This design comes from an exercise in tuning for small area, a short achievable clock period and few clock cycles on the open sky130 flow, not from production work. Only simulation tests tie the RTL to the original design; equivalence was not proved.

==> design.v <==
module crc18_unit (
    input  wire        clk,
    input  wire        rst,           
    input  wire        wr_en,
    input  wire [4:0]  wr_group,
    input  wire [39:0] wr_data,
    input  wire        cmd_valid,
    output wire        cmd_ready,
    input  wire [1:0]  cmd_op,
    input  wire [31:0] ia0,           
    input  wire [31:0] ia1,           
    input  wire [31:0] ia2,           
    input  wire [31:0] ia3,           
    output reg         done,
    output reg  [7:0]  status,
    output reg  [17:0] crc_rem,
    output reg  [9:0]  crc0,
    output reg  [9:0]  crc1,
    output reg  [31:0] ir0,
    output reg  [31:0] ir1
);
    localparam [1:0] OP_COMP  = 2'd0;
    localparam [1:0] OP_WORDS = 2'd1;
    localparam [1:0] OP_CHECK = 2'd2;
    localparam [7:0] ST_OK       = 8'h00;
    localparam [7:0] ST_ILLEGAL  = 8'h01;
    localparam [7:0] ST_BADARG   = 8'h02;
    localparam [7:0] ST_CRC_PASS = 8'h30;
    localparam [7:0] ST_CRC_FAIL = 8'h31;
    localparam [2:0] S_IDLE  = 3'd0;
    localparam [2:0] S_FOLD  = 3'd1;
    localparam [2:0] S_GEN   = 3'd2;
    localparam [2:0] S_FETCH = 3'd3;
    localparam [2:0] S_FIN   = 3'd4;
    genvar gk;
    reg [39:0] buffer [0:31];
    always @(posedge clk) begin
        if (wr_en)
            buffer[wr_group] <= wr_data;
    end
    reg [2:0]   state;
    reg         rdy;          
    reg [1:0]   op;
    reg         first;        
    reg         bad;          
    reg         gen;          
    reg         m1;           
    reg         par;          
    reg [2:0]   lc;           
    reg [2:0]   lcp;          
    reg [3:0]   pl;           
    reg [3:0]   z;            
    reg [159:0] dreg;         
    reg [15:0]  mask;         
    reg [4:0]   mz;           
    reg         dlast;        
    reg [17:0]  c;
    reg [6:0]   ra_q;         
    reg         qovf;         
    reg [6:0]   stp;          
    reg [31:0]  rem;          
    reg [6:0]   i0, i1;
    reg [9:0]   w0, w1;
    reg         w0v, w1v;
    assign cmd_ready = rdy;
    wire        in_s1     = ia2[0];
    wire        in_fast   = (ia2[31:2] == 30'd0) && (ia2[1] != ia2[0]);
    wire        cnt_nz    = (ia1 != 32'd0);
    wire        start_ok  = (ia0[31:7] == 25'd0);
    wire        cnt_le128 = (ia1[31:8] == 24'd0) && !(ia1[7] && (ia1[6:0] != 7'd0));
    wire        cnt_ge2   = (ia1[31:1] != 31'd0);
    wire        step_nz   = (ia2 != 32'd0);
    wire        step_lt128 = (ia2[31:7] == 25'd0);
    wire [7:0]  cm1       = ia1[7:0] - 8'd1;
    wire [8:0]  last_in   = {2'b0, ia0[6:0]} + (in_s1 ? {1'b0, cm1} : {cm1, 1'b0});
    wire        fast_ok   = cnt_le128 && !last_in[8] && !last_in[7];
    wire        gen_ok    = !(step_nz && !cnt_le128) && !(!step_lt128 && cnt_ge2);
    wire        run_ok    = !cnt_nz || (start_ok && (in_fast ? fast_ok : gen_ok));
    wire [6:0]  in_inc    = step_nz ? ia2[6:0] : 7'd1;
    wire [7:0]  i1_in     = {1'b0, ia3[6:0]} + {1'b0, in_inc};
    wire        chk_ok    = (ia3[31:7] == 25'd0) && step_lt128 && !i1_in[7];
    wire        in_bad    = !run_ok || (cmd_op == OP_CHECK && !chk_ok);
    wire        in_chunk  = in_fast && cnt_nz;
    wire [3:0]  in_p0     = in_s1 ? ia0[3:0] : ia0[4:1];
    wire [3:0]  in_pl     = in_s1 ? last_in[3:0] : last_in[4:1];
    wire [2:0]  in_cp     = in_s1 ? ia0[6:4] : {1'b0, ia0[6:5]};
    wire [2:0]  in_lcp    = in_s1 ? last_in[6:4] : {1'b0, last_in[6:5]};
    wire [2:0]  in_ncp    = in_cp + 3'd1;
    wire        in_single = (in_cp == in_lcp);
    wire [6:0]  in_next   = in_s1 ? {in_ncp, 4'b0} : {in_ncp[1:0], 5'b0};
    wire [2:0]  nlc       = lc + 3'd1;
    wire [6:0]  ra        = rdy ? ia0[6:0] : ra_q;
    wire [9:0] blkw [0:31];
    generate
        for (gk = 0; gk < 32; gk = gk + 1) begin : g_blk
            localparam [2:0] GL = gk / 4;
            wire [39:0] grp = buffer[{ra[6:5], GL}];
            assign blkw[gk] = grp[39 - 10*(gk % 4) -: 10];
        end
    endgenerate
    wire        gen_rd = gen && (state == S_GEN || state == S_FOLD);
    wire [4:0]  keya   = gen_rd ? ra_q[4:0] : i0[4:0];
    wire [9:0]  sela   = blkw[keya];
    wire [9:0]  selb   = blkw[i1[4:0]];
    wire        cap0   = !rdy && !gen_rd && !w0v && (ra_q[6:5] == i0[6:5]);
    wire        cap1   = !rdy && !gen_rd && !w1v && (ra_q[6:5] == i1[6:5]);
    wire        have0  = w0v || cap0;
    wire        have1  = w1v || cap1;
    wire        ch_s1  = rdy ? in_s1 : m1;
    wire        ch_par = rdy ? ia0[0] : par;
    wire        ch_gen = !rdy && gen;
    wire [159:0] chunk;
    generate
        for (gk = 0; gk < 16; gk = gk + 1) begin : g_ch
            wire [9:0] cw = ch_s1 ? (ra[4] ? blkw[16 + gk] : blkw[gk])
                                  : (ch_par ? blkw[2*gk + 1] : blkw[2*gk]);
            if (gk == 0) begin : g_w0
                assign chunk[9:0] = ch_gen ? sela : cw;
            end else begin : g_wn
                assign chunk[10*gk +: 10] = cw;
            end
        end
    endgenerate
    reg [15:0] in_mask, tr_mask;
    integer q;
    always @(*) begin
        for (q = 0; q < 16; q = q + 1) begin
            in_mask[q] = in_chunk && (q >= in_p0) && (!in_single || (q <= in_pl));
            tr_mask[q] = (q <= pl);
        end
    end
    always @(posedge clk) begin
        dreg <= chunk;
    end
    wire [159:0] md;
    generate
        for (gk = 0; gk < 16; gk = gk + 1) begin : g_md
            assign md[10*gk +: 10] = dreg[10*gk +: 10] & {10{mask[gk]}};
        end
    endgenerate
    wire [17:0] c16;
    assign c16[0] = c[0] ^ c[2] ^ c[3] ^ c[8] ^ c[9] ^ c[10] ^ c[14] ^ c[15] ^ c[17] ^ md[0] ^ md[2] ^ md[3] ^ md[8] ^ md[9] ^ md[10] ^ md[14] ^ md[15] ^ md[17] ^ md[22] ^ md[28] ^ md[35] ^ md[39] ^ md[43] ^ md[44] ^ md[46] ^ md[47] ^ md[49] ^ md[50] ^ md[52] ^ md[55] ^ md[56] ^ md[59] ^ md[62] ^ md[63] ^ md[65] ^ md[66] ^ md[67] ^ md[69] ^ md[70] ^ md[72] ^ md[74] ^ md[75] ^ md[76] ^ md[78] ^ md[80] ^ md[82] ^ md[86] ^ md[88] ^ md[91] ^ md[94] ^ md[95] ^ md[104] ^ md[106] ^ md[108] ^ md[110] ^ md[111] ^ md[114] ^ md[116] ^ md[118] ^ md[119] ^ md[120] ^ md[121] ^ md[124] ^ md[132] ^ md[134] ^ md[142] ^ md[146] ^ md[147];
    assign c16[1] = c[0] ^ c[1] ^ c[3] ^ c[4] ^ c[9] ^ c[10] ^ c[11] ^ c[15] ^ c[16] ^ md[0] ^ md[1] ^ md[3] ^ md[4] ^ md[9] ^ md[10] ^ md[11] ^ md[15] ^ md[16] ^ md[18] ^ md[23] ^ md[29] ^ md[36] ^ md[40] ^ md[44] ^ md[45] ^ md[47] ^ md[48] ^ md[50] ^ md[51] ^ md[53] ^ md[56] ^ md[57] ^ md[60] ^ md[63] ^ md[64] ^ md[66] ^ md[67] ^ md[68] ^ md[70] ^ md[71] ^ md[73] ^ md[75] ^ md[76] ^ md[77] ^ md[79] ^ md[81] ^ md[83] ^ md[87] ^ md[89] ^ md[92] ^ md[95] ^ md[96] ^ md[105] ^ md[107] ^ md[109] ^ md[111] ^ md[112] ^ md[115] ^ md[117] ^ md[119] ^ md[120] ^ md[121] ^ md[122] ^ md[125] ^ md[133] ^ md[135] ^ md[143] ^ md[147] ^ md[148];
    assign c16[2] = c[1] ^ c[2] ^ c[4] ^ c[5] ^ c[10] ^ c[11] ^ c[12] ^ c[16] ^ c[17] ^ md[1] ^ md[2] ^ md[4] ^ md[5] ^ md[10] ^ md[11] ^ md[12] ^ md[16] ^ md[17] ^ md[19] ^ md[24] ^ md[30] ^ md[37] ^ md[41] ^ md[45] ^ md[46] ^ md[48] ^ md[49] ^ md[51] ^ md[52] ^ md[54] ^ md[57] ^ md[58] ^ md[61] ^ md[64] ^ md[65] ^ md[67] ^ md[68] ^ md[69] ^ md[71] ^ md[72] ^ md[74] ^ md[76] ^ md[77] ^ md[78] ^ md[80] ^ md[82] ^ md[84] ^ md[88] ^ md[90] ^ md[93] ^ md[96] ^ md[97] ^ md[106] ^ md[108] ^ md[110] ^ md[112] ^ md[113] ^ md[116] ^ md[118] ^ md[120] ^ md[121] ^ md[122] ^ md[123] ^ md[126] ^ md[134] ^ md[136] ^ md[144] ^ md[148] ^ md[149];
    assign c16[3] = c[2] ^ c[3] ^ c[5] ^ c[6] ^ c[11] ^ c[12] ^ c[13] ^ c[17] ^ md[2] ^ md[3] ^ md[5] ^ md[6] ^ md[11] ^ md[12] ^ md[13] ^ md[17] ^ md[18] ^ md[20] ^ md[25] ^ md[31] ^ md[38] ^ md[42] ^ md[46] ^ md[47] ^ md[49] ^ md[50] ^ md[52] ^ md[53] ^ md[55] ^ md[58] ^ md[59] ^ md[62] ^ md[65] ^ md[66] ^ md[68] ^ md[69] ^ md[70] ^ md[72] ^ md[73] ^ md[75] ^ md[77] ^ md[78] ^ md[79] ^ md[81] ^ md[83] ^ md[85] ^ md[89] ^ md[91] ^ md[94] ^ md[97] ^ md[98] ^ md[107] ^ md[109] ^ md[111] ^ md[113] ^ md[114] ^ md[117] ^ md[119] ^ md[121] ^ md[122] ^ md[123] ^ md[124] ^ md[127] ^ md[135] ^ md[137] ^ md[145] ^ md[149] ^ md[150];
    assign c16[4] = c[0] ^ c[3] ^ c[4] ^ c[6] ^ c[7] ^ c[12] ^ c[13] ^ c[14] ^ md[0] ^ md[3] ^ md[4] ^ md[6] ^ md[7] ^ md[12] ^ md[13] ^ md[14] ^ md[18] ^ md[19] ^ md[21] ^ md[26] ^ md[32] ^ md[39] ^ md[43] ^ md[47] ^ md[48] ^ md[50] ^ md[51] ^ md[53] ^ md[54] ^ md[56] ^ md[59] ^ md[60] ^ md[63] ^ md[66] ^ md[67] ^ md[69] ^ md[70] ^ md[71] ^ md[73] ^ md[74] ^ md[76] ^ md[78] ^ md[79] ^ md[80] ^ md[82] ^ md[84] ^ md[86] ^ md[90] ^ md[92] ^ md[95] ^ md[98] ^ md[99] ^ md[108] ^ md[110] ^ md[112] ^ md[114] ^ md[115] ^ md[118] ^ md[120] ^ md[122] ^ md[123] ^ md[124] ^ md[125] ^ md[128] ^ md[136] ^ md[138] ^ md[146] ^ md[150] ^ md[151];
    assign c16[5] = c[1] ^ c[4] ^ c[5] ^ c[7] ^ c[8] ^ c[13] ^ c[14] ^ c[15] ^ md[1] ^ md[4] ^ md[5] ^ md[7] ^ md[8] ^ md[13] ^ md[14] ^ md[15] ^ md[19] ^ md[20] ^ md[22] ^ md[27] ^ md[33] ^ md[40] ^ md[44] ^ md[48] ^ md[49] ^ md[51] ^ md[52] ^ md[54] ^ md[55] ^ md[57] ^ md[60] ^ md[61] ^ md[64] ^ md[67] ^ md[68] ^ md[70] ^ md[71] ^ md[72] ^ md[74] ^ md[75] ^ md[77] ^ md[79] ^ md[80] ^ md[81] ^ md[83] ^ md[85] ^ md[87] ^ md[91] ^ md[93] ^ md[96] ^ md[99] ^ md[100] ^ md[109] ^ md[111] ^ md[113] ^ md[115] ^ md[116] ^ md[119] ^ md[121] ^ md[123] ^ md[124] ^ md[125] ^ md[126] ^ md[129] ^ md[137] ^ md[139] ^ md[147] ^ md[151] ^ md[152];
    assign c16[6] = c[0] ^ c[2] ^ c[5] ^ c[6] ^ c[8] ^ c[9] ^ c[14] ^ c[15] ^ c[16] ^ md[0] ^ md[2] ^ md[5] ^ md[6] ^ md[8] ^ md[9] ^ md[14] ^ md[15] ^ md[16] ^ md[20] ^ md[21] ^ md[23] ^ md[28] ^ md[34] ^ md[41] ^ md[45] ^ md[49] ^ md[50] ^ md[52] ^ md[53] ^ md[55] ^ md[56] ^ md[58] ^ md[61] ^ md[62] ^ md[65] ^ md[68] ^ md[69] ^ md[71] ^ md[72] ^ md[73] ^ md[75] ^ md[76] ^ md[78] ^ md[80] ^ md[81] ^ md[82] ^ md[84] ^ md[86] ^ md[88] ^ md[92] ^ md[94] ^ md[97] ^ md[100] ^ md[101] ^ md[110] ^ md[112] ^ md[114] ^ md[116] ^ md[117] ^ md[120] ^ md[122] ^ md[124] ^ md[125] ^ md[126] ^ md[127] ^ md[130] ^ md[138] ^ md[140] ^ md[148] ^ md[152] ^ md[153];
    assign c16[7] = c[1] ^ c[3] ^ c[6] ^ c[7] ^ c[9] ^ c[10] ^ c[15] ^ c[16] ^ c[17] ^ md[1] ^ md[3] ^ md[6] ^ md[7] ^ md[9] ^ md[10] ^ md[15] ^ md[16] ^ md[17] ^ md[21] ^ md[22] ^ md[24] ^ md[29] ^ md[35] ^ md[42] ^ md[46] ^ md[50] ^ md[51] ^ md[53] ^ md[54] ^ md[56] ^ md[57] ^ md[59] ^ md[62] ^ md[63] ^ md[66] ^ md[69] ^ md[70] ^ md[72] ^ md[73] ^ md[74] ^ md[76] ^ md[77] ^ md[79] ^ md[81] ^ md[82] ^ md[83] ^ md[85] ^ md[87] ^ md[89] ^ md[93] ^ md[95] ^ md[98] ^ md[101] ^ md[102] ^ md[111] ^ md[113] ^ md[115] ^ md[117] ^ md[118] ^ md[121] ^ md[123] ^ md[125] ^ md[126] ^ md[127] ^ md[128] ^ md[131] ^ md[139] ^ md[141] ^ md[149] ^ md[153] ^ md[154];
    assign c16[8] = c[0] ^ c[2] ^ c[4] ^ c[7] ^ c[8] ^ c[10] ^ c[11] ^ c[16] ^ c[17] ^ md[0] ^ md[2] ^ md[4] ^ md[7] ^ md[8] ^ md[10] ^ md[11] ^ md[16] ^ md[17] ^ md[18] ^ md[22] ^ md[23] ^ md[25] ^ md[30] ^ md[36] ^ md[43] ^ md[47] ^ md[51] ^ md[52] ^ md[54] ^ md[55] ^ md[57] ^ md[58] ^ md[60] ^ md[63] ^ md[64] ^ md[67] ^ md[70] ^ md[71] ^ md[73] ^ md[74] ^ md[75] ^ md[77] ^ md[78] ^ md[80] ^ md[82] ^ md[83] ^ md[84] ^ md[86] ^ md[88] ^ md[90] ^ md[94] ^ md[96] ^ md[99] ^ md[102] ^ md[103] ^ md[112] ^ md[114] ^ md[116] ^ md[118] ^ md[119] ^ md[122] ^ md[124] ^ md[126] ^ md[127] ^ md[128] ^ md[129] ^ md[132] ^ md[140] ^ md[142] ^ md[150] ^ md[154] ^ md[155];
    assign c16[9] = c[0] ^ c[1] ^ c[3] ^ c[5] ^ c[8] ^ c[9] ^ c[11] ^ c[12] ^ c[17] ^ md[0] ^ md[1] ^ md[3] ^ md[5] ^ md[8] ^ md[9] ^ md[11] ^ md[12] ^ md[17] ^ md[18] ^ md[19] ^ md[23] ^ md[24] ^ md[26] ^ md[31] ^ md[37] ^ md[44] ^ md[48] ^ md[52] ^ md[53] ^ md[55] ^ md[56] ^ md[58] ^ md[59] ^ md[61] ^ md[64] ^ md[65] ^ md[68] ^ md[71] ^ md[72] ^ md[74] ^ md[75] ^ md[76] ^ md[78] ^ md[79] ^ md[81] ^ md[83] ^ md[84] ^ md[85] ^ md[87] ^ md[89] ^ md[91] ^ md[95] ^ md[97] ^ md[100] ^ md[103] ^ md[104] ^ md[113] ^ md[115] ^ md[117] ^ md[119] ^ md[120] ^ md[123] ^ md[125] ^ md[127] ^ md[128] ^ md[129] ^ md[130] ^ md[133] ^ md[141] ^ md[143] ^ md[151] ^ md[155] ^ md[156];
    assign c16[10] = c[1] ^ c[2] ^ c[4] ^ c[6] ^ c[9] ^ c[10] ^ c[12] ^ c[13] ^ md[1] ^ md[2] ^ md[4] ^ md[6] ^ md[9] ^ md[10] ^ md[12] ^ md[13] ^ md[18] ^ md[19] ^ md[20] ^ md[24] ^ md[25] ^ md[27] ^ md[32] ^ md[38] ^ md[45] ^ md[49] ^ md[53] ^ md[54] ^ md[56] ^ md[57] ^ md[59] ^ md[60] ^ md[62] ^ md[65] ^ md[66] ^ md[69] ^ md[72] ^ md[73] ^ md[75] ^ md[76] ^ md[77] ^ md[79] ^ md[80] ^ md[82] ^ md[84] ^ md[85] ^ md[86] ^ md[88] ^ md[90] ^ md[92] ^ md[96] ^ md[98] ^ md[101] ^ md[104] ^ md[105] ^ md[114] ^ md[116] ^ md[118] ^ md[120] ^ md[121] ^ md[124] ^ md[126] ^ md[128] ^ md[129] ^ md[130] ^ md[131] ^ md[134] ^ md[142] ^ md[144] ^ md[152] ^ md[156] ^ md[157];
    assign c16[11] = c[2] ^ c[3] ^ c[5] ^ c[7] ^ c[10] ^ c[11] ^ c[13] ^ c[14] ^ md[2] ^ md[3] ^ md[5] ^ md[7] ^ md[10] ^ md[11] ^ md[13] ^ md[14] ^ md[19] ^ md[20] ^ md[21] ^ md[25] ^ md[26] ^ md[28] ^ md[33] ^ md[39] ^ md[46] ^ md[50] ^ md[54] ^ md[55] ^ md[57] ^ md[58] ^ md[60] ^ md[61] ^ md[63] ^ md[66] ^ md[67] ^ md[70] ^ md[73] ^ md[74] ^ md[76] ^ md[77] ^ md[78] ^ md[80] ^ md[81] ^ md[83] ^ md[85] ^ md[86] ^ md[87] ^ md[89] ^ md[91] ^ md[93] ^ md[97] ^ md[99] ^ md[102] ^ md[105] ^ md[106] ^ md[115] ^ md[117] ^ md[119] ^ md[121] ^ md[122] ^ md[125] ^ md[127] ^ md[129] ^ md[130] ^ md[131] ^ md[132] ^ md[135] ^ md[143] ^ md[145] ^ md[153] ^ md[157] ^ md[158];
    assign c16[12] = c[0] ^ c[3] ^ c[4] ^ c[6] ^ c[8] ^ c[11] ^ c[12] ^ c[14] ^ c[15] ^ md[0] ^ md[3] ^ md[4] ^ md[6] ^ md[8] ^ md[11] ^ md[12] ^ md[14] ^ md[15] ^ md[20] ^ md[21] ^ md[22] ^ md[26] ^ md[27] ^ md[29] ^ md[34] ^ md[40] ^ md[47] ^ md[51] ^ md[55] ^ md[56] ^ md[58] ^ md[59] ^ md[61] ^ md[62] ^ md[64] ^ md[67] ^ md[68] ^ md[71] ^ md[74] ^ md[75] ^ md[77] ^ md[78] ^ md[79] ^ md[81] ^ md[82] ^ md[84] ^ md[86] ^ md[87] ^ md[88] ^ md[90] ^ md[92] ^ md[94] ^ md[98] ^ md[100] ^ md[103] ^ md[106] ^ md[107] ^ md[116] ^ md[118] ^ md[120] ^ md[122] ^ md[123] ^ md[126] ^ md[128] ^ md[130] ^ md[131] ^ md[132] ^ md[133] ^ md[136] ^ md[144] ^ md[146] ^ md[154] ^ md[158] ^ md[159];
    assign c16[13] = c[1] ^ c[2] ^ c[3] ^ c[4] ^ c[5] ^ c[7] ^ c[8] ^ c[10] ^ c[12] ^ c[13] ^ c[14] ^ c[16] ^ c[17] ^ md[1] ^ md[2] ^ md[3] ^ md[4] ^ md[5] ^ md[7] ^ md[8] ^ md[10] ^ md[12] ^ md[13] ^ md[14] ^ md[16] ^ md[17] ^ md[21] ^ md[23] ^ md[27] ^ md[30] ^ md[39] ^ md[41] ^ md[43] ^ md[44] ^ md[46] ^ md[47] ^ md[48] ^ md[49] ^ md[50] ^ md[55] ^ md[57] ^ md[60] ^ md[66] ^ md[67] ^ md[68] ^ md[70] ^ md[74] ^ md[79] ^ md[83] ^ md[85] ^ md[86] ^ md[87] ^ md[89] ^ md[93] ^ md[94] ^ md[99] ^ md[101] ^ md[106] ^ md[107] ^ md[110] ^ md[111] ^ md[114] ^ md[116] ^ md[117] ^ md[118] ^ md[120] ^ md[123] ^ md[127] ^ md[129] ^ md[131] ^ md[133] ^ md[137] ^ md[142] ^ md[145] ^ md[146] ^ md[155] ^ md[159];
    assign c16[14] = c[4] ^ c[5] ^ c[6] ^ c[10] ^ c[11] ^ c[13] ^ md[4] ^ md[5] ^ md[6] ^ md[10] ^ md[11] ^ md[13] ^ md[18] ^ md[24] ^ md[31] ^ md[35] ^ md[39] ^ md[40] ^ md[42] ^ md[43] ^ md[45] ^ md[46] ^ md[48] ^ md[51] ^ md[52] ^ md[55] ^ md[58] ^ md[59] ^ md[61] ^ md[62] ^ md[63] ^ md[65] ^ md[66] ^ md[68] ^ md[70] ^ md[71] ^ md[72] ^ md[74] ^ md[76] ^ md[78] ^ md[82] ^ md[84] ^ md[87] ^ md[90] ^ md[91] ^ md[100] ^ md[102] ^ md[104] ^ md[106] ^ md[107] ^ md[110] ^ md[112] ^ md[114] ^ md[115] ^ md[116] ^ md[117] ^ md[120] ^ md[128] ^ md[130] ^ md[138] ^ md[142] ^ md[143] ^ md[156];
    assign c16[15] = c[0] ^ c[5] ^ c[6] ^ c[7] ^ c[11] ^ c[12] ^ c[14] ^ md[0] ^ md[5] ^ md[6] ^ md[7] ^ md[11] ^ md[12] ^ md[14] ^ md[19] ^ md[25] ^ md[32] ^ md[36] ^ md[40] ^ md[41] ^ md[43] ^ md[44] ^ md[46] ^ md[47] ^ md[49] ^ md[52] ^ md[53] ^ md[56] ^ md[59] ^ md[60] ^ md[62] ^ md[63] ^ md[64] ^ md[66] ^ md[67] ^ md[69] ^ md[71] ^ md[72] ^ md[73] ^ md[75] ^ md[77] ^ md[79] ^ md[83] ^ md[85] ^ md[88] ^ md[91] ^ md[92] ^ md[101] ^ md[103] ^ md[105] ^ md[107] ^ md[108] ^ md[111] ^ md[113] ^ md[115] ^ md[116] ^ md[117] ^ md[118] ^ md[121] ^ md[129] ^ md[131] ^ md[139] ^ md[143] ^ md[144] ^ md[157];
    assign c16[16] = c[0] ^ c[1] ^ c[6] ^ c[7] ^ c[8] ^ c[12] ^ c[13] ^ c[15] ^ md[0] ^ md[1] ^ md[6] ^ md[7] ^ md[8] ^ md[12] ^ md[13] ^ md[15] ^ md[20] ^ md[26] ^ md[33] ^ md[37] ^ md[41] ^ md[42] ^ md[44] ^ md[45] ^ md[47] ^ md[48] ^ md[50] ^ md[53] ^ md[54] ^ md[57] ^ md[60] ^ md[61] ^ md[63] ^ md[64] ^ md[65] ^ md[67] ^ md[68] ^ md[70] ^ md[72] ^ md[73] ^ md[74] ^ md[76] ^ md[78] ^ md[80] ^ md[84] ^ md[86] ^ md[89] ^ md[92] ^ md[93] ^ md[102] ^ md[104] ^ md[106] ^ md[108] ^ md[109] ^ md[112] ^ md[114] ^ md[116] ^ md[117] ^ md[118] ^ md[119] ^ md[122] ^ md[130] ^ md[132] ^ md[140] ^ md[144] ^ md[145] ^ md[158];
    assign c16[17] = c[1] ^ c[2] ^ c[7] ^ c[8] ^ c[9] ^ c[13] ^ c[14] ^ c[16] ^ md[1] ^ md[2] ^ md[7] ^ md[8] ^ md[9] ^ md[13] ^ md[14] ^ md[16] ^ md[21] ^ md[27] ^ md[34] ^ md[38] ^ md[42] ^ md[43] ^ md[45] ^ md[46] ^ md[48] ^ md[49] ^ md[51] ^ md[54] ^ md[55] ^ md[58] ^ md[61] ^ md[62] ^ md[64] ^ md[65] ^ md[66] ^ md[68] ^ md[69] ^ md[71] ^ md[73] ^ md[74] ^ md[75] ^ md[77] ^ md[79] ^ md[81] ^ md[85] ^ md[87] ^ md[90] ^ md[93] ^ md[94] ^ md[103] ^ md[105] ^ md[107] ^ md[109] ^ md[110] ^ md[113] ^ md[115] ^ md[117] ^ md[118] ^ md[119] ^ md[120] ^ md[123] ^ md[131] ^ md[133] ^ md[141] ^ md[145] ^ md[146] ^ md[159];
    function tt_bit;
        input [31:0] tt;
        input [4:0]  zz;
        tt_bit = tt[zz];
    endfunction
    wire [323:0] corr_m;
    assign corr_m[0] = tt_bit(32'h00014409, mz);
    assign corr_m[1] = tt_bit(32'h00000928, mz);
    assign corr_m[2] = tt_bit(32'h0001024c, mz);
    assign corr_m[3] = tt_bit(32'h000026bc, mz);
    assign corr_m[4] = tt_bit(32'h00019c88, mz);
    assign corr_m[5] = tt_bit(32'h00016560, mz);
    assign corr_m[6] = tt_bit(32'h0001c3fc, mz);
    assign corr_m[7] = tt_bit(32'h00008a10, mz);
    assign corr_m[8] = tt_bit(32'h00013226, mz);
    assign corr_m[9] = tt_bit(32'h0000ebb8, mz);
    assign corr_m[10] = tt_bit(32'h0000a204, mz);
    assign corr_m[11] = tt_bit(32'h00010494, mz);
    assign corr_m[12] = tt_bit(32'h00008126, mz);
    assign corr_m[13] = tt_bit(32'h0001135e, mz);
    assign corr_m[14] = tt_bit(32'h0001ce44, mz);
    assign corr_m[15] = tt_bit(32'h0000b2b0, mz);
    assign corr_m[16] = tt_bit(32'h0001e1fe, mz);
    assign corr_m[17] = tt_bit(32'h00004508, mz);
    assign corr_m[18] = tt_bit(32'h0001d770, mz);
    assign corr_m[19] = tt_bit(32'h00014409, mz);
    assign corr_m[20] = tt_bit(32'h00000928, mz);
    assign corr_m[21] = tt_bit(32'h0001024c, mz);
    assign corr_m[22] = tt_bit(32'h000026bc, mz);
    assign corr_m[23] = tt_bit(32'h00019c88, mz);
    assign corr_m[24] = tt_bit(32'h00016560, mz);
    assign corr_m[25] = tt_bit(32'h0001c3fc, mz);
    assign corr_m[26] = tt_bit(32'h00008a10, mz);
    assign corr_m[27] = tt_bit(32'h00013226, mz);
    assign corr_m[28] = tt_bit(32'h0000ebb8, mz);
    assign corr_m[29] = tt_bit(32'h0000a204, mz);
    assign corr_m[30] = tt_bit(32'h00010494, mz);
    assign corr_m[31] = tt_bit(32'h00008126, mz);
    assign corr_m[32] = tt_bit(32'h0001135e, mz);
    assign corr_m[33] = tt_bit(32'h0001ce44, mz);
    assign corr_m[34] = tt_bit(32'h0000b2b0, mz);
    assign corr_m[35] = tt_bit(32'h0001e1fe, mz);
    assign corr_m[36] = tt_bit(32'h0000644c, mz);
    assign corr_m[37] = tt_bit(32'h0001d770, mz);
    assign corr_m[38] = tt_bit(32'h00014409, mz);
    assign corr_m[39] = tt_bit(32'h00000928, mz);
    assign corr_m[40] = tt_bit(32'h0001024c, mz);
    assign corr_m[41] = tt_bit(32'h000026bc, mz);
    assign corr_m[42] = tt_bit(32'h00019c88, mz);
    assign corr_m[43] = tt_bit(32'h00016560, mz);
    assign corr_m[44] = tt_bit(32'h0001c3fc, mz);
    assign corr_m[45] = tt_bit(32'h00008a10, mz);
    assign corr_m[46] = tt_bit(32'h00013226, mz);
    assign corr_m[47] = tt_bit(32'h0000ebb8, mz);
    assign corr_m[48] = tt_bit(32'h0000a204, mz);
    assign corr_m[49] = tt_bit(32'h00010494, mz);
    assign corr_m[50] = tt_bit(32'h00008126, mz);
    assign corr_m[51] = tt_bit(32'h0001135e, mz);
    assign corr_m[52] = tt_bit(32'h0001ce44, mz);
    assign corr_m[53] = tt_bit(32'h0000b2b0, mz);
    assign corr_m[54] = tt_bit(32'h00011420, mz);
    assign corr_m[55] = tt_bit(32'h0000644c, mz);
    assign corr_m[56] = tt_bit(32'h0001d770, mz);
    assign corr_m[57] = tt_bit(32'h00014409, mz);
    assign corr_m[58] = tt_bit(32'h00000928, mz);
    assign corr_m[59] = tt_bit(32'h0001024c, mz);
    assign corr_m[60] = tt_bit(32'h000026bc, mz);
    assign corr_m[61] = tt_bit(32'h00019c88, mz);
    assign corr_m[62] = tt_bit(32'h00016560, mz);
    assign corr_m[63] = tt_bit(32'h0001c3fc, mz);
    assign corr_m[64] = tt_bit(32'h00008a10, mz);
    assign corr_m[65] = tt_bit(32'h00013226, mz);
    assign corr_m[66] = tt_bit(32'h0000ebb8, mz);
    assign corr_m[67] = tt_bit(32'h0000a204, mz);
    assign corr_m[68] = tt_bit(32'h00010494, mz);
    assign corr_m[69] = tt_bit(32'h00008126, mz);
    assign corr_m[70] = tt_bit(32'h0001135e, mz);
    assign corr_m[71] = tt_bit(32'h0001ce44, mz);
    assign corr_m[72] = tt_bit(32'h000187f8, mz);
    assign corr_m[73] = tt_bit(32'h00011420, mz);
    assign corr_m[74] = tt_bit(32'h0000644c, mz);
    assign corr_m[75] = tt_bit(32'h0001d770, mz);
    assign corr_m[76] = tt_bit(32'h00014409, mz);
    assign corr_m[77] = tt_bit(32'h00000928, mz);
    assign corr_m[78] = tt_bit(32'h0001024c, mz);
    assign corr_m[79] = tt_bit(32'h000026bc, mz);
    assign corr_m[80] = tt_bit(32'h00019c88, mz);
    assign corr_m[81] = tt_bit(32'h00016560, mz);
    assign corr_m[82] = tt_bit(32'h0001c3fc, mz);
    assign corr_m[83] = tt_bit(32'h00008a10, mz);
    assign corr_m[84] = tt_bit(32'h00013226, mz);
    assign corr_m[85] = tt_bit(32'h0000ebb8, mz);
    assign corr_m[86] = tt_bit(32'h0000a204, mz);
    assign corr_m[87] = tt_bit(32'h00010494, mz);
    assign corr_m[88] = tt_bit(32'h00008126, mz);
    assign corr_m[89] = tt_bit(32'h0001135e, mz);
    assign corr_m[90] = tt_bit(32'h0000cac0, mz);
    assign corr_m[91] = tt_bit(32'h000187f8, mz);
    assign corr_m[92] = tt_bit(32'h00011420, mz);
    assign corr_m[93] = tt_bit(32'h0000644c, mz);
    assign corr_m[94] = tt_bit(32'h0001d770, mz);
    assign corr_m[95] = tt_bit(32'h00014409, mz);
    assign corr_m[96] = tt_bit(32'h00000928, mz);
    assign corr_m[97] = tt_bit(32'h0001024c, mz);
    assign corr_m[98] = tt_bit(32'h000026bc, mz);
    assign corr_m[99] = tt_bit(32'h00019c88, mz);
    assign corr_m[100] = tt_bit(32'h00016560, mz);
    assign corr_m[101] = tt_bit(32'h0001c3fc, mz);
    assign corr_m[102] = tt_bit(32'h00008a10, mz);
    assign corr_m[103] = tt_bit(32'h00013226, mz);
    assign corr_m[104] = tt_bit(32'h0000ebb8, mz);
    assign corr_m[105] = tt_bit(32'h0000a204, mz);
    assign corr_m[106] = tt_bit(32'h00010494, mz);
    assign corr_m[107] = tt_bit(32'h00008126, mz);
    assign corr_m[108] = tt_bit(32'h00013910, mz);
    assign corr_m[109] = tt_bit(32'h0000cac0, mz);
    assign corr_m[110] = tt_bit(32'h000187f8, mz);
    assign corr_m[111] = tt_bit(32'h00011420, mz);
    assign corr_m[112] = tt_bit(32'h0000644c, mz);
    assign corr_m[113] = tt_bit(32'h0001d770, mz);
    assign corr_m[114] = tt_bit(32'h00014409, mz);
    assign corr_m[115] = tt_bit(32'h00000928, mz);
    assign corr_m[116] = tt_bit(32'h0001024c, mz);
    assign corr_m[117] = tt_bit(32'h000026bc, mz);
    assign corr_m[118] = tt_bit(32'h00019c88, mz);
    assign corr_m[119] = tt_bit(32'h00016560, mz);
    assign corr_m[120] = tt_bit(32'h0001c3fc, mz);
    assign corr_m[121] = tt_bit(32'h00008a10, mz);
    assign corr_m[122] = tt_bit(32'h00013226, mz);
    assign corr_m[123] = tt_bit(32'h0000ebb8, mz);
    assign corr_m[124] = tt_bit(32'h0000a204, mz);
    assign corr_m[125] = tt_bit(32'h00010494, mz);
    assign corr_m[126] = tt_bit(32'h00004d78, mz);
    assign corr_m[127] = tt_bit(32'h00013910, mz);
    assign corr_m[128] = tt_bit(32'h0000cac0, mz);
    assign corr_m[129] = tt_bit(32'h000187f8, mz);
    assign corr_m[130] = tt_bit(32'h00011420, mz);
    assign corr_m[131] = tt_bit(32'h0000644c, mz);
    assign corr_m[132] = tt_bit(32'h0001d770, mz);
    assign corr_m[133] = tt_bit(32'h00014409, mz);
    assign corr_m[134] = tt_bit(32'h00000928, mz);
    assign corr_m[135] = tt_bit(32'h0001024c, mz);
    assign corr_m[136] = tt_bit(32'h000026bc, mz);
    assign corr_m[137] = tt_bit(32'h00019c88, mz);
    assign corr_m[138] = tt_bit(32'h00016560, mz);
    assign corr_m[139] = tt_bit(32'h0001c3fc, mz);
    assign corr_m[140] = tt_bit(32'h00008a10, mz);
    assign corr_m[141] = tt_bit(32'h00013226, mz);
    assign corr_m[142] = tt_bit(32'h0000ebb8, mz);
    assign corr_m[143] = tt_bit(32'h0000a204, mz);
    assign corr_m[144] = tt_bit(32'h00000498, mz);
    assign corr_m[145] = tt_bit(32'h00004d78, mz);
    assign corr_m[146] = tt_bit(32'h00013910, mz);
    assign corr_m[147] = tt_bit(32'h0000cac0, mz);
    assign corr_m[148] = tt_bit(32'h000187f8, mz);
    assign corr_m[149] = tt_bit(32'h00011420, mz);
    assign corr_m[150] = tt_bit(32'h0000644c, mz);
    assign corr_m[151] = tt_bit(32'h0001d770, mz);
    assign corr_m[152] = tt_bit(32'h00014409, mz);
    assign corr_m[153] = tt_bit(32'h00000928, mz);
    assign corr_m[154] = tt_bit(32'h0001024c, mz);
    assign corr_m[155] = tt_bit(32'h000026bc, mz);
    assign corr_m[156] = tt_bit(32'h00019c88, mz);
    assign corr_m[157] = tt_bit(32'h00016560, mz);
    assign corr_m[158] = tt_bit(32'h0001c3fc, mz);
    assign corr_m[159] = tt_bit(32'h00008a10, mz);
    assign corr_m[160] = tt_bit(32'h00013226, mz);
    assign corr_m[161] = tt_bit(32'h0000ebb8, mz);
    assign corr_m[162] = tt_bit(32'h00001250, mz);
    assign corr_m[163] = tt_bit(32'h00000498, mz);
    assign corr_m[164] = tt_bit(32'h00004d78, mz);
    assign corr_m[165] = tt_bit(32'h00013910, mz);
    assign corr_m[166] = tt_bit(32'h0000cac0, mz);
    assign corr_m[167] = tt_bit(32'h000187f8, mz);
    assign corr_m[168] = tt_bit(32'h00011420, mz);
    assign corr_m[169] = tt_bit(32'h0000644c, mz);
    assign corr_m[170] = tt_bit(32'h0001d770, mz);
    assign corr_m[171] = tt_bit(32'h00014409, mz);
    assign corr_m[172] = tt_bit(32'h00000928, mz);
    assign corr_m[173] = tt_bit(32'h0001024c, mz);
    assign corr_m[174] = tt_bit(32'h000026bc, mz);
    assign corr_m[175] = tt_bit(32'h00019c88, mz);
    assign corr_m[176] = tt_bit(32'h00016560, mz);
    assign corr_m[177] = tt_bit(32'h0001c3fc, mz);
    assign corr_m[178] = tt_bit(32'h00008a10, mz);
    assign corr_m[179] = tt_bit(32'h00013226, mz);
    assign corr_m[180] = tt_bit(32'h00008812, mz);
    assign corr_m[181] = tt_bit(32'h00001250, mz);
    assign corr_m[182] = tt_bit(32'h00000498, mz);
    assign corr_m[183] = tt_bit(32'h00004d78, mz);
    assign corr_m[184] = tt_bit(32'h00013910, mz);
    assign corr_m[185] = tt_bit(32'h0000cac0, mz);
    assign corr_m[186] = tt_bit(32'h000187f8, mz);
    assign corr_m[187] = tt_bit(32'h00011420, mz);
    assign corr_m[188] = tt_bit(32'h0000644c, mz);
    assign corr_m[189] = tt_bit(32'h0001d770, mz);
    assign corr_m[190] = tt_bit(32'h00014409, mz);
    assign corr_m[191] = tt_bit(32'h00000928, mz);
    assign corr_m[192] = tt_bit(32'h0001024c, mz);
    assign corr_m[193] = tt_bit(32'h000026bc, mz);
    assign corr_m[194] = tt_bit(32'h00019c88, mz);
    assign corr_m[195] = tt_bit(32'h00016560, mz);
    assign corr_m[196] = tt_bit(32'h0001c3fc, mz);
    assign corr_m[197] = tt_bit(32'h00008a10, mz);
    assign corr_m[198] = tt_bit(32'h0001aee0, mz);
    assign corr_m[199] = tt_bit(32'h00008812, mz);
    assign corr_m[200] = tt_bit(32'h00001250, mz);
    assign corr_m[201] = tt_bit(32'h00000498, mz);
    assign corr_m[202] = tt_bit(32'h00004d78, mz);
    assign corr_m[203] = tt_bit(32'h00013910, mz);
    assign corr_m[204] = tt_bit(32'h0000cac0, mz);
    assign corr_m[205] = tt_bit(32'h000187f8, mz);
    assign corr_m[206] = tt_bit(32'h00011420, mz);
    assign corr_m[207] = tt_bit(32'h0000644c, mz);
    assign corr_m[208] = tt_bit(32'h0001d770, mz);
    assign corr_m[209] = tt_bit(32'h00014409, mz);
    assign corr_m[210] = tt_bit(32'h00000928, mz);
    assign corr_m[211] = tt_bit(32'h0001024c, mz);
    assign corr_m[212] = tt_bit(32'h000026bc, mz);
    assign corr_m[213] = tt_bit(32'h00019c88, mz);
    assign corr_m[214] = tt_bit(32'h00016560, mz);
    assign corr_m[215] = tt_bit(32'h0001c3fc, mz);
    assign corr_m[216] = tt_bit(32'h0000c898, mz);
    assign corr_m[217] = tt_bit(32'h0001aee0, mz);
    assign corr_m[218] = tt_bit(32'h00008812, mz);
    assign corr_m[219] = tt_bit(32'h00001250, mz);
    assign corr_m[220] = tt_bit(32'h00000498, mz);
    assign corr_m[221] = tt_bit(32'h00004d78, mz);
    assign corr_m[222] = tt_bit(32'h00013910, mz);
    assign corr_m[223] = tt_bit(32'h0000cac0, mz);
    assign corr_m[224] = tt_bit(32'h000187f8, mz);
    assign corr_m[225] = tt_bit(32'h00011420, mz);
    assign corr_m[226] = tt_bit(32'h0000644c, mz);
    assign corr_m[227] = tt_bit(32'h0001d770, mz);
    assign corr_m[228] = tt_bit(32'h00014409, mz);
    assign corr_m[229] = tt_bit(32'h00000928, mz);
    assign corr_m[230] = tt_bit(32'h0001024c, mz);
    assign corr_m[231] = tt_bit(32'h000026bc, mz);
    assign corr_m[232] = tt_bit(32'h00019c88, mz);
    assign corr_m[233] = tt_bit(32'h00016560, mz);
    assign corr_m[234] = tt_bit(32'h00016c48, mz);
    assign corr_m[235] = tt_bit(32'h0000c1b0, mz);
    assign corr_m[236] = tt_bit(32'h0000acac, mz);
    assign corr_m[237] = tt_bit(32'h0000aeae, mz);
    assign corr_m[238] = tt_bit(32'h00018ed8, mz);
    assign corr_m[239] = tt_bit(32'h000161f8, mz);
    assign corr_m[240] = tt_bit(32'h00018e84, mz);
    assign corr_m[241] = tt_bit(32'h0001b300, mz);
    assign corr_m[242] = tt_bit(32'h0001f8e6, mz);
    assign corr_m[243] = tt_bit(32'h00016c40, mz);
    assign corr_m[244] = tt_bit(32'h0001b624, mz);
    assign corr_m[245] = tt_bit(32'h000160d8, mz);
    assign corr_m[246] = tt_bit(32'h00015656, mz);
    assign corr_m[247] = tt_bit(32'h00005757, mz);
    assign corr_m[248] = tt_bit(32'h0001c76c, mz);
    assign corr_m[249] = tt_bit(32'h0001b0fc, mz);
    assign corr_m[250] = tt_bit(32'h0001c742, mz);
    assign corr_m[251] = tt_bit(32'h0001d980, mz);
    assign corr_m[252] = tt_bit(32'h00019c88, mz);
    assign corr_m[253] = tt_bit(32'h00016560, mz);
    assign corr_m[254] = tt_bit(32'h0001c3fc, mz);
    assign corr_m[255] = tt_bit(32'h00008a10, mz);
    assign corr_m[256] = tt_bit(32'h00013226, mz);
    assign corr_m[257] = tt_bit(32'h0000ebb8, mz);
    assign corr_m[258] = tt_bit(32'h0000a204, mz);
    assign corr_m[259] = tt_bit(32'h00010494, mz);
    assign corr_m[260] = tt_bit(32'h00008126, mz);
    assign corr_m[261] = tt_bit(32'h0001135e, mz);
    assign corr_m[262] = tt_bit(32'h0001ce44, mz);
    assign corr_m[263] = tt_bit(32'h0000b2b0, mz);
    assign corr_m[264] = tt_bit(32'h0001e1fe, mz);
    assign corr_m[265] = tt_bit(32'h00004508, mz);
    assign corr_m[266] = tt_bit(32'h00019913, mz);
    assign corr_m[267] = tt_bit(32'h000175dc, mz);
    assign corr_m[268] = tt_bit(32'h00005102, mz);
    assign corr_m[269] = tt_bit(32'h0001824a, mz);
    assign corr_m[270] = tt_bit(32'h000026bc, mz);
    assign corr_m[271] = tt_bit(32'h00019c88, mz);
    assign corr_m[272] = tt_bit(32'h00016560, mz);
    assign corr_m[273] = tt_bit(32'h0001c3fc, mz);
    assign corr_m[274] = tt_bit(32'h00008a10, mz);
    assign corr_m[275] = tt_bit(32'h00013226, mz);
    assign corr_m[276] = tt_bit(32'h0000ebb8, mz);
    assign corr_m[277] = tt_bit(32'h0000a204, mz);
    assign corr_m[278] = tt_bit(32'h00010494, mz);
    assign corr_m[279] = tt_bit(32'h00008126, mz);
    assign corr_m[280] = tt_bit(32'h0001135e, mz);
    assign corr_m[281] = tt_bit(32'h0001ce44, mz);
    assign corr_m[282] = tt_bit(32'h0000b2b0, mz);
    assign corr_m[283] = tt_bit(32'h0001e1fe, mz);
    assign corr_m[284] = tt_bit(32'h00004508, mz);
    assign corr_m[285] = tt_bit(32'h00019913, mz);
    assign corr_m[286] = tt_bit(32'h000175dc, mz);
    assign corr_m[287] = tt_bit(32'h00005102, mz);
    assign corr_m[288] = tt_bit(32'h0001024c, mz);
    assign corr_m[289] = tt_bit(32'h000026bc, mz);
    assign corr_m[290] = tt_bit(32'h00019c88, mz);
    assign corr_m[291] = tt_bit(32'h00016560, mz);
    assign corr_m[292] = tt_bit(32'h0001c3fc, mz);
    assign corr_m[293] = tt_bit(32'h00008a10, mz);
    assign corr_m[294] = tt_bit(32'h00013226, mz);
    assign corr_m[295] = tt_bit(32'h0000ebb8, mz);
    assign corr_m[296] = tt_bit(32'h0000a204, mz);
    assign corr_m[297] = tt_bit(32'h00010494, mz);
    assign corr_m[298] = tt_bit(32'h00008126, mz);
    assign corr_m[299] = tt_bit(32'h0001135e, mz);
    assign corr_m[300] = tt_bit(32'h0001ce44, mz);
    assign corr_m[301] = tt_bit(32'h0000b2b0, mz);
    assign corr_m[302] = tt_bit(32'h0001e1fe, mz);
    assign corr_m[303] = tt_bit(32'h00004508, mz);
    assign corr_m[304] = tt_bit(32'h00019913, mz);
    assign corr_m[305] = tt_bit(32'h000175dc, mz);
    assign corr_m[306] = tt_bit(32'h00000928, mz);
    assign corr_m[307] = tt_bit(32'h0001024c, mz);
    assign corr_m[308] = tt_bit(32'h000026bc, mz);
    assign corr_m[309] = tt_bit(32'h00019c88, mz);
    assign corr_m[310] = tt_bit(32'h00016560, mz);
    assign corr_m[311] = tt_bit(32'h0001c3fc, mz);
    assign corr_m[312] = tt_bit(32'h00008a10, mz);
    assign corr_m[313] = tt_bit(32'h00013226, mz);
    assign corr_m[314] = tt_bit(32'h0000ebb8, mz);
    assign corr_m[315] = tt_bit(32'h0000a204, mz);
    assign corr_m[316] = tt_bit(32'h00010494, mz);
    assign corr_m[317] = tt_bit(32'h00008126, mz);
    assign corr_m[318] = tt_bit(32'h0001135e, mz);
    assign corr_m[319] = tt_bit(32'h0001ce44, mz);
    assign corr_m[320] = tt_bit(32'h0000b2b0, mz);
    assign corr_m[321] = tt_bit(32'h0001e1fe, mz);
    assign corr_m[322] = tt_bit(32'h00004508, mz);
    assign corr_m[323] = tt_bit(32'h00019913, mz);
    wire [17:0] c_next;
    generate
        for (gk = 0; gk < 18; gk = gk + 1) begin : g_corr
            assign c_next[gk] = ^(corr_m[18*gk +: 18] & c16);
        end
    endgenerate
    wire [9:0]  c0_new = {~c_next[8],  c_next[8:0]};
    wire [9:0]  c1_new = {~c_next[17], c_next[17:9]};
    wire [7:0]  ra_nx  = {1'b0, ra_q} + {1'b0, stp};
    always @(posedge clk) begin
        if (rst) begin
            state   <= S_IDLE;
            rdy     <= 1'b1;
            done    <= 1'b0;
            status  <= 8'd0;
            crc_rem <= 18'd0;
            crc0    <= 10'd0;
            crc1    <= 10'd0;
            ir0     <= 32'd0;
            ir1     <= 32'd0;
        end else begin
            done <= 1'b0;
            if (cap0) begin
                w0  <= sela;
                w0v <= 1'b1;
            end
            if (cap1) begin
                w1  <= selb;
                w1v <= 1'b1;
            end
            case (state)
                S_IDLE: begin
                    if (cmd_valid) begin
                        op    <= cmd_op;
                        c     <= 18'd0;
                        first <= 1'b1;
                        bad   <= in_bad;
                        gen   <= !in_fast && cnt_nz;
                        z     <= ~in_pl;
                        pl    <= in_pl;
                        i0    <= ia3[6:0];
                        i1    <= i1_in[6:0];
                        w0v   <= 1'b0;
                        w1v   <= 1'b0;
                        m1    <= in_s1;
                        par   <= ia0[0];
                        lc    <= in_ncp;
                        lcp   <= in_lcp;
                        mask  <= in_mask;
                        mz    <= !cnt_nz ? 5'd16 : (in_chunk && in_single) ? {1'b0, ~in_pl} : 5'd0;
                        dlast <= !cnt_nz || (in_fast && in_single);
                        ra_q  <= (!cnt_nz || (in_fast && in_single)) ? ia3[6:0]
                                                                      : (in_fast ? in_next : ia0[6:0]);
                        qovf  <= 1'b0;
                        stp   <= ia2[6:0];
                        rem   <= ia1;
                        if (cmd_op == OP_WORDS) begin
                            crc0   <= {~crc_rem[8],  crc_rem[8:0]};
                            crc1   <= {~crc_rem[17], crc_rem[17:9]};
                            ir0    <= {22'd0, ~crc_rem[8],  crc_rem[8:0]};
                            ir1    <= {22'd0, ~crc_rem[17], crc_rem[17:9]};
                            status <= ST_OK;
                            done   <= 1'b1;
                        end else if (cmd_op == 2'd3) begin
                            status <= ST_ILLEGAL;
                            done   <= 1'b1;
                        end else begin
                            state <= S_FOLD;
                            rdy   <= 1'b0;
                        end
                    end
                end
                S_FOLD: begin
                    first <= 1'b0;
                    c     <= c_next;
                    if (first && bad) begin
                        status <= ST_BADARG;
                        done   <= 1'b1;
                        state  <= S_IDLE;
                        rdy    <= 1'b1;
                    end else if (first && gen) begin
                        mask  <= 16'h0001;
                        mz    <= 5'd15;
                        {qovf, ra_q} <= ra_nx;
                        state <= S_GEN;
                    end else if (!dlast) begin
                        if (lc == lcp) begin
                            mask  <= tr_mask;
                            mz    <= {1'b0, z};
                            dlast <= 1'b1;
                            ra_q  <= have0 ? i1 : i0;
                        end else begin
                            mask  <= 16'hffff;
                            mz    <= 5'd0;
                            lc    <= nlc;
                            ra_q  <= m1 ? {nlc, 4'b0} : {nlc[1:0], 5'b0};
                        end
                    end else if (op == OP_COMP || (w0v && w1v)) begin
                        crc_rem <= c_next;
                        if (op == OP_COMP) begin
                            ir0    <= {14'd0, c_next};
                            status <= ST_OK;
                        end else begin
                            crc0   <= c0_new;
                            crc1   <= c1_new;
                            ir0    <= {6'd0, w1, 6'd0, w0};
                            ir1    <= {14'd0, c_next};
                            status <= (w0 == c0_new && w1 == c1_new) ? ST_CRC_PASS : ST_CRC_FAIL;
                        end
                        done  <= 1'b1;
                        state <= S_IDLE;
                        rdy   <= 1'b1;
                    end else begin
                        mask  <= 16'h0000;
                        mz    <= 5'd16;
                        ra_q  <= i1;
                        state <= (have0 && have1) ? S_FIN : S_FETCH;
                    end
                end
                S_GEN: begin
                    c <= c_next;
                    if (rem == 32'd1) begin
                        mask  <= 16'h0000;
                        mz    <= 5'd16;
                        ra_q  <= i0;
                        state <= S_FETCH;
                    end else if (qovf) begin
                        status <= ST_BADARG;
                        done   <= 1'b1;
                        state  <= S_IDLE;
                        rdy    <= 1'b1;
                    end else begin
                        {qovf, ra_q} <= ra_nx;
                        rem <= rem - 32'd1;
                    end
                end
                S_FETCH: begin
                    ra_q  <= i1;
                    if (have0 && have1)
                        state <= S_FIN;
                end
                default: begin
                    crc_rem <= c_next;
                    if (op == OP_COMP) begin
                        ir0    <= {14'd0, c_next};
                        status <= ST_OK;
                    end else begin
                        crc0   <= c0_new;
                        crc1   <= c1_new;
                        ir0    <= {6'd0, w1, 6'd0, w0};
                        ir1    <= {14'd0, c_next};
                        status <= (w0 == c0_new && w1 == c1_new) ? ST_CRC_PASS : ST_CRC_FAIL;
                    end
                    done  <= 1'b1;
                    state <= S_IDLE;
                    rdy   <= 1'b1;
                end
            endcase
        end
    end
endmodule
==> run.sh <==
#!/bin/bash
# synth_recipe.tcl (not shown) runs the flow's synth.tcl, then flattens the netlist and writes it again
# the make line also repeats each setting of config.mk as NAME=value (left out here)
make -C /OpenROAD-flow-scripts/flow DESIGN_CONFIG=/design/flow/config.mk WORK_HOME=/design/flow/orfs CLKGATE_MAP_FILE= SYNTH_SCRIPT=/design/flow/synth_recipe.tcl finish
==> config.mk <==
export PLATFORM = sky130hd
export DESIGN_NAME = crc18_unit
export DESIGN_NICKNAME = crc18_unit
export VERILOG_FILES = /design/flow/design.v
export SDC_FILE = /design/flow/constraint.sdc
export NUM_CORES = 4
export LEC_CHECK = 0
export CAP_MARGIN = 20
export CORE_MARGIN = 2
export CORE_UTILIZATION = 35
export PLACE_DENSITY = 0.55
export SETUP_SLACK_MARGIN = 5
export SLEW_MARGIN = 20
==> constraint.sdc <==
create_clock -name core_clock -period 12.0 [get_ports {clk}]
set_input_delay 2.4000 -clock core_clock [delete_from_list [all_inputs] [get_ports {clk}]]
set_output_delay 2.4000 -clock core_clock [all_outputs]
set_load 0.01 [all_outputs]
==> results by group, run 1 <==
Outcome
  • Outcome: finished clean

Clock tree
  • Post-CTS sizing: 0
  • Clock Tree Buf Depth: 3
  • Worst-path clk slew: 0.06 ns
  • Num CTS Buffers: 183
  • CTS tree: yes
  • H-tree levels: 4
  • Postcts setup bufs: 0
  • CTS Sinks: 1673
  • Root buf cell: clkbuf_16
  • CTS Hold Bufs: 0
  • Worst-Skew Late Latency: 0.88 ns

Global route
  • Vias in the first global route: 58840
  • GRT overflow: 0
  • Gr usage total: 0.3048
  • First-pass GRT wire length: 519300 µm
  • Initial antenna violation count: 37
  • Largest net degree at the start of global routing: 145

Synthesis
  • Synth Instances: 6657
  • Register area share after synthesis: 0.5570
  • Number of synthesis warnings: 1
  • Number of enable flip-flop cells after synthesis: 1423
  • Mean post-synth cell area: 12.87 µm²
  • Predominant post-synthesis flop cell: edfxtp_1
  • Ys async rst share: 0
  • Cell variety after synth: 83
  • Count leader, synth: edfxtp_1
  • Synth area leader: edfxtp_1
  • Synth cell count leaders: edfxtp_1, nand2_1, xnor2_1
  • Post-synth top area share: 0.4986
  • #FFs+latches synth: 1673
  • Synth area leaders: edfxtp_1, mux4_2, dfxtp_1
  • Mapped cell area: 0.08570 mm²

Worst hold path
  • Hold Startpoint: ir0[25]$_SDFFE_PP0P_
  • Worst Hold Depth: 2
  • Hold EP: ir0[25]$_SDFFE_PP0P_
  • Min-Delay Path Class: reg2reg

Route
  • Final WL: 388500 µm
  • Via count: 62750
  • Routed vias/inst: 6.086
  • Avg WL per Cell: 37.68 µm
  • DRC: 0
  • DRT Pass-1 Iters: 7
  • Iteration-0 DRC Markers: 8711
  • Routed Antenna Nets: 0

Floorplanning
  • Die H: 498.8 µm
  • Initial Util: 0.3520
  • Core Area: 0.2435 mm²
  • Die area: 0.2488 mm²
  • Die width: 498.8 µm
  • Num rows: 181
  • Io pins: 291

Timing
  • Slew margin rel.: 0.1218
  • Final setup fails: 0
  • Clock skew: 0.05623 ns
  • Fmax: 0.1512 GHz
  • Worst-Margin Slew: 1.312 ns
  • Pins Over Slew Limit: 0
  • Final critical-path share of the clock period: 0.5511
  • RSZ-0062 raised after global routing: false
  • Min Clock Period, post-route: 6.614 ns
  • Hold Fails Final Rpt: 0
  • Total Neg Setup Slack: 0 ns

Cells and area
  • Area Overhead vs Synth: 15.54%
  • Share of cells above drive strength 1: 0.1348
  • Cell Count, Final, Fillers Out: 10310
  • Multi-input logic area: 0.03681 mm²
  • Reg area: 0.04774 mm²
  • Fillers: 22730
  • Total Nets Final: 7144
  • Final Cell Area: 0.09901 mm²

Critical path
  • Critical path required time: 12.71 ns
  • Worst r2r dst: ir0[13]$_SDFFE_PP0P_
  • Reg2Reg Depth: 16
  • Critical path startpoint category: flop
  • Worst r2r src: mask[12]$_DFFE_PP_
  • Critical path fanouts, max: 25
  • Reg2reg setup slack: 5.39 ns
  • CP arrival: 7.32 ns
  • Setup CP Type: reg2reg
  • Critical path endpoint category: flop

Placed design
  • GP Congestion: 1.030
  • IO Port Bufs: 266
  • Final HPWL from detailed placement: 266700 µm
  • Placed instance area: 0.09290 mm²
  • DP Cell Count: 9938

Job
  • Max_cap viols: 0
## layer usage
metal / share of wire / track usage
met1: 0.39 / 0.3990
met2: 0.45 / 0.4655
met3: 0.099 / 0.07878
met4: 0.060 / 0.1579
met5: 0.00059 / 0
## flip-flops by register name (all words and copies together), names as in the netlist, 5 cells and up
name     count
c           18
mz           5
buffer    1280
rem         32
ra_q         7
ir0         26
dreg       160
i1           7
ir1         18
mask        16
w1          10
crc1        10
crc_rem     18
w0          10
i0           7
crc0        10
stp          7
## cell type report
class | count | area share
diodes | 31 | 0.0007835
clock buffers | 228 | 0.04889
clock inverters | 111 | 0.01226
inverters | 51 | 0.001933
multi-input cells | 4555 | 0.3717
flip-flops and latches | 1673 | 0.4821
well taps | 3202 | 0.04046
repair buffers | 460 | 0.04183
## per-stage QoR
step,utilization,setup WS [ns],hold slack (ns)
global route,0.4066,5.051,0.4719
CTS,0.4065,5.536,0.4540
detailed placement,0.3816,4.622,0.4464
floorplan,-,5.603,0.4761
finish,0.4067,5.386,0.4531
global placement,0.3815,4.391,0.4459
## critical path: stages (launching register included)
cell and delay, ns:
edfxtp_1 0.35, buf_4 0.40, and2_1 0.25, xor2_1 0.45, xor2_1 0.24, xnor2_1 0.79, xnor3_1 0.58, xnor3_2 0.75
a21boi_0 0.24, o22ai_1 0.13, xnor2_1 0.26, xnor3_1 0.59, xnor2_2 0.20, xnor2_1 0.64, nor3_1 0.31, a21oi_1 0.19
nor2_1 0.05
## layout by cell type (no fill, tap or decap), drive strengths merged, types with 12 or more instances in the layout
cell type,netlist,final
nand3b,24,24
or2,13,13
a21o,16,16
clkdlybuf4s50,0,252
a22oi,231,231
nand4,79,79
nand2,972,972
nand2b,40,40
or3,12,12
diode,0,31
and2,24,24
o211ai,18,18
clkinv,1,84
dfxtp,250,250
nor2,455,455
xor2,351,351
edfxtp,1423,1423
a211oi,192,192
a31oi,157,157
a221oi,49,49
xnor2,522,522
buf,133,208
inv,50,61
o21ai,110,110
o22ai,27,27
a22o,36,36
xnor3,146,146
ha,38,38
nor3,77,77
mux4,320,320
clkbuf,268,228
bufinv,0,15
conb,1,24
mux2i,17,17
o31ai,14,14
nor4,50,50
nand3,49,49
nor2b,191,191
xor3,26,26
a21oi,163,163
## cell families (layout without fill, tap and decap cells)
logic type | Yosys count | count (layout) | share of synthesized area
AND/OR/NAND/NOR | 2020 | 2020 | 0.1051
flip-flops | 1673 | 1673 | 0.5570
AO/OA/AOI/OAI | 1084 | 1084 | 0.08676
XOR/XNOR | 1045 | 1045 | 0.1363
buffers and inverters | 452 | 850 | 0.02199
multiplexers | 341 | 341 | 0.08661
adder cells (fa/ha/maj) | 41 | 41 | 0.006249
other | 1 | 55 | 0.00004376
## how the worst max path moves through the flow
stage	start	to	slack (ns)
after floorplan	rst	rem[0]$_DFFE_PP_	5.60
after global placement	ia2[0]	ra_q[4]$_DFFE_PP_	4.39
after detailed placement	ia2[0]	ra_q[4]$_DFFE_PP_	4.62
after CTS	mask[1]$_DFFE_PP_	status[0]$_SDFFE_PP0P_	5.54
after global routing	ia2[0]	ra_q[4]$_DFFE_PP_	5.05
final	mask[12]$_DFFE_PP_	ir0[13]$_SDFFE_PP0P_	5.39
Testbench counts, summed over its fixed seeds: cycles 6,545.
==> run 2, diff against run 1 <==
==> flow/run.sh (new file) <==
#!/bin/bash
set -euo pipefail
export SETUP_SLACK_MARGIN=7.5
bash standard.sh > standard.log 2>&1
==> standard.sh (new file) <==
#!/bin/bash
# synth_recipe.tcl (not shown) runs the flow's synth.tcl, then flattens the netlist and writes it again
# the make line also repeats each setting of config.mk as NAME=value (left out here)
make -C /OpenROAD-flow-scripts/flow DESIGN_CONFIG=/design/flow/config.mk WORK_HOME=/design/flow/orfs CLKGATE_MAP_FILE= SYNTH_SCRIPT=/design/flow/synth_recipe.tcl "${@:-finish}"
--- a/config.mk
+++ b/config.mk
@@ -11,3 +11,2 @@
 export PLACE_DENSITY = 0.55
-export SETUP_SLACK_MARGIN = 5
 export SLEW_MARGIN = 20
removed: run.sh
==> run 2 against run 1 <==
- count of clock-buffer cells in the layout up 4
- still clean
- core utilization is 4.7 points higher
- area after synthesis is the same
- non-clock buffer count rose by 481
- highest routed layer unchanged
- register-to-register slack improved by 1.7 ns
- critical path type is now in2reg
- via count rose by 8.9%
- critical path depth did not move
- fmax grew 33%
- largest cell class unchanged
==> results by group, run 2 <==
Worst hold path
  • Hold EP: crc0[2]$_SDFFE_PP0P_
  • Min-Delay Path Class: reg2reg
  • Hold Startpoint: crc0[2]$_SDFFE_PP0P_

Floorplanning
  • Die H: 498.8 µm (unchanged)
  • Io pins: 291 (unchanged)
  • Die width: 498.8 µm (unchanged)
  • Initial Util: 0.3520 (unchanged)
  • Num rows: 181 (unchanged)

Clock tree
  • Clock Tree Buf Depth: 3 (unchanged)
  • CTS Sinks: 1673 (unchanged)
  • Worst-Skew Late Latency: 0.90 ns (+0.02 ns)
  • Worst-path clk slew: 0.06 ns (about the same)
  • Num CTS Buffers: 179 (-2.2%)
  • CTS Hold Bufs: 0 (unchanged)

Cells and area
  • Commonest cells after routing, fill and taps aside: edfxtp_1, nand2_1, buf_4
  • Share of cells above drive strength 1: 0.2869 (+0.1521)
  • Area Overhead vs Synth: 28.87%
  • Top reg by flops: buffer
  • Fin util: 0.4536 (+0.04691)
  • Reg area: 0.04788 mm² (+0.30%)
  • Final Cell Area: 0.1104 mm² (+12%)
  • Total Nets Final: 7622 (+6.7%)
  • Fillers: 21680 (-4.6%)
  • Cell Count, Final, Fillers Out: 10810 (+4.8%)
  • Multi-input logic area: 0.04141 mm² (+12%)
  • Top Registers: buffer x1280, dreg x160, rem x32

Timing
  • Hold Fails Final Rpt: 0 (unchanged)
  • Clock skew: 0.09595 ns (+0.03972 ns)
  • Setup ws final: 7.036 ns (+1.649 ns)
  • RSZ-0062 raised after global routing: true
  • Total Neg Setup Slack: 0 ns (unchanged)
  • Slew margin rel.: 0.1129 (-0.008931)

Synthesis
  • Number of enable flip-flop cells after synthesis: 1423 (unchanged)
  • Synth Instances: 6657 (unchanged)
  • Count leader, synth: edfxtp_1
  • Largest family of logic cells by synthesized area: XOR/XNOR gates
  • Predominant post-synthesis flop cell: edfxtp_1
  • Post-synthesis simple-gate area fraction: 0.1051 (unchanged)
  • Portion of netlist area occupied by mux cells: 0.08661 (unchanged)
  • Synth cell count leaders: edfxtp_1, nand2_1, xnor2_1
  • Post-synth top area share: 0.4986 (unchanged)
  • Synth Area in XOR/XNOR: 0.1363 (unchanged)
  • Cell variety after synth: 83 (unchanged)
  • Register area share after synthesis: 0.5570 (unchanged)

Route
  • Avg WL per Cell: 39.93 µm (+6.0%)
  • Iteration-0 DRC Markers: 11080 (+27%)
  • Routed vias/inst: 6.322 (+3.9%)
  • Via count: 68330 (+8.9%)
  • DRC: 0 (unchanged)
  • Routed Antenna Nets: 0 (unchanged)

Critical path
  • Reg2reg setup slack: 7.12 ns (+1.73 ns)
  • Worst r2r dst: status[0]$_SDFFE_PP0P_
  • Worst r2r src: mask[1]$_DFFE_PP_
  • Critical path fanouts, max: 3 (-88%)
  • Critical path startpoint category: primary input
  • Reg2Reg Depth: 20 (+4)

Placed design
  • DP Cell Count: 9916 (-0.22%)
  • IO Port Bufs: 266 (unchanged)
  • Pre-CTS setup slack: 4.985 ns (+0.3626 ns)

Global route
  • First-pass GRT wire length: 560600 µm (+8.0%)
  • Initial antenna violation count: 45 (+22%)
  • GRT overflow: 0 (unchanged)
  • Gr usage total: 0.3317 (+0.02683)

Job
  • Max_cap viols: 0 (unchanged)

Outcome
  • Outcome: finished clean
==> run 2: cell counts after synthesis <==
No cell type changed its count.
==> run 2: area by class of cell <==
type / instances / share of cell area
Sequential cell: 1673 / 0.4335
Multi-Input combinational cell: 4556 / 0.3749
Timing Repair Buffer: 941 / 0.09637
Clock buffer: 232 / 0.04414
Tap cell: 3202 / 0.03628
Clock inverter: 100 / 0.01164
Inverter: 51 / 0.001915
Antenna cell: 52 / 0.001178
==> run 2: worst max path at each step <==
| stage | end | slack (ns) | startpoint |
|---|---|---|---|
| 2_1_floorplan | mask[1]$_DFFE_PP_ | 6.42 | ia1[2] |
| 3_3_place_gp | ra_q[4]$_DFFE_PP_ | 4.90 | ia2[0] |
| 3_5_place_dp | dreg[5]$_DFF_P_ | 4.99 | ia0[6] |
| 4_1_cts | mask[1]$_DFFE_PP_ | 6.98 | ia1[3] |
| 5_1_grt | mask[1]$_DFFE_PP_ | 6.98 | ia1[3] |
| 6_report | mask[1]$_DFFE_PP_ | 7.04 | ia1[3] |
==> run 2: through the flow <==
step                      hold WS [ns]
after global placement          0.4416
after CTS                       0.4513
after floorplan                 0.4761
final                           0.4547
after detailed placement        0.4451
after global routing            0.4709
==> run 2: what timing repair did <==
item,CTS,global route
buffers inserted,259,191
endpoints found under the setup margin,1050,189
resized for setup,905,357
cloned,40,15
pin swaps,289,188
==> run 2: worst max-delay path, cell delays in order <==
cell and delay, ns:
buf_8 0.10, or3_4 0.38, or2_4 0.27, and3_4 0.16, o21ai_4 0.16, ha_4 0.22
a21o_1 0.15, a21o_1 0.19, xor2_2 0.16, xnor2_1 0.13, a21oi_1 0.14, nand2_2 0.10
or3_4 0.41, nor3_4 0.17, nor3b_1 0.07, or3_1 0.32
==> run 2: routing by layer <==
layer  part of all wire  wire length, µm  vias up  GRT usage
met1               0.38           162500    35010     0.4263
li1                   -                -    26380          -
met2               0.43           184100     5491     0.4808
met5             0.0012              512        -   0.007525
met3               0.12            53930     1411     0.1183
met4              0.071            30460       32     0.1923
==> run 2: logic make-up after synthesis <==
kind of cell             Yosys count
multiplexers                     341
XOR/XNOR                        1045
AO/OA/AOI/OAI                   1084
other                              1
buffers and inverters            452
adder cells (fa/ha/maj)           41
AND/OR/NAND/NOR                 2020
flip-flops                      1673

## static timing again, ports no longer ideal
The results above use ideal ports. As a check the final layouts listed here were re-extracted and re-timed, cells and wires unchanged.
Step 1 assumes that a clkbuf_16 drives the clock port and a buf_2 every other input.
Step 2 times the ports against the registers' clock, not the clock port: input delays grow and output delays shrink by t, the midpoint of the rising clock arrivals with the driver on.
Slacks: ideal / step 1 / step 2; pairs: ideal / step 1.
run | shift t [ns] | setup WS [ns] | worst slew at a driven data input, ns
run 1 | 0.966 | 5.386 / 5.386 / 4.581 | 0.29
run 2 | 0.948 | 7.036 / 7.092 / 6.144 | 0.35
After both steps setup and hold are still met in every run listed. For run 2, which loses most, drivers alone change the setup slack by +0.056 ns; drivers and shift together by -0.892 ns.
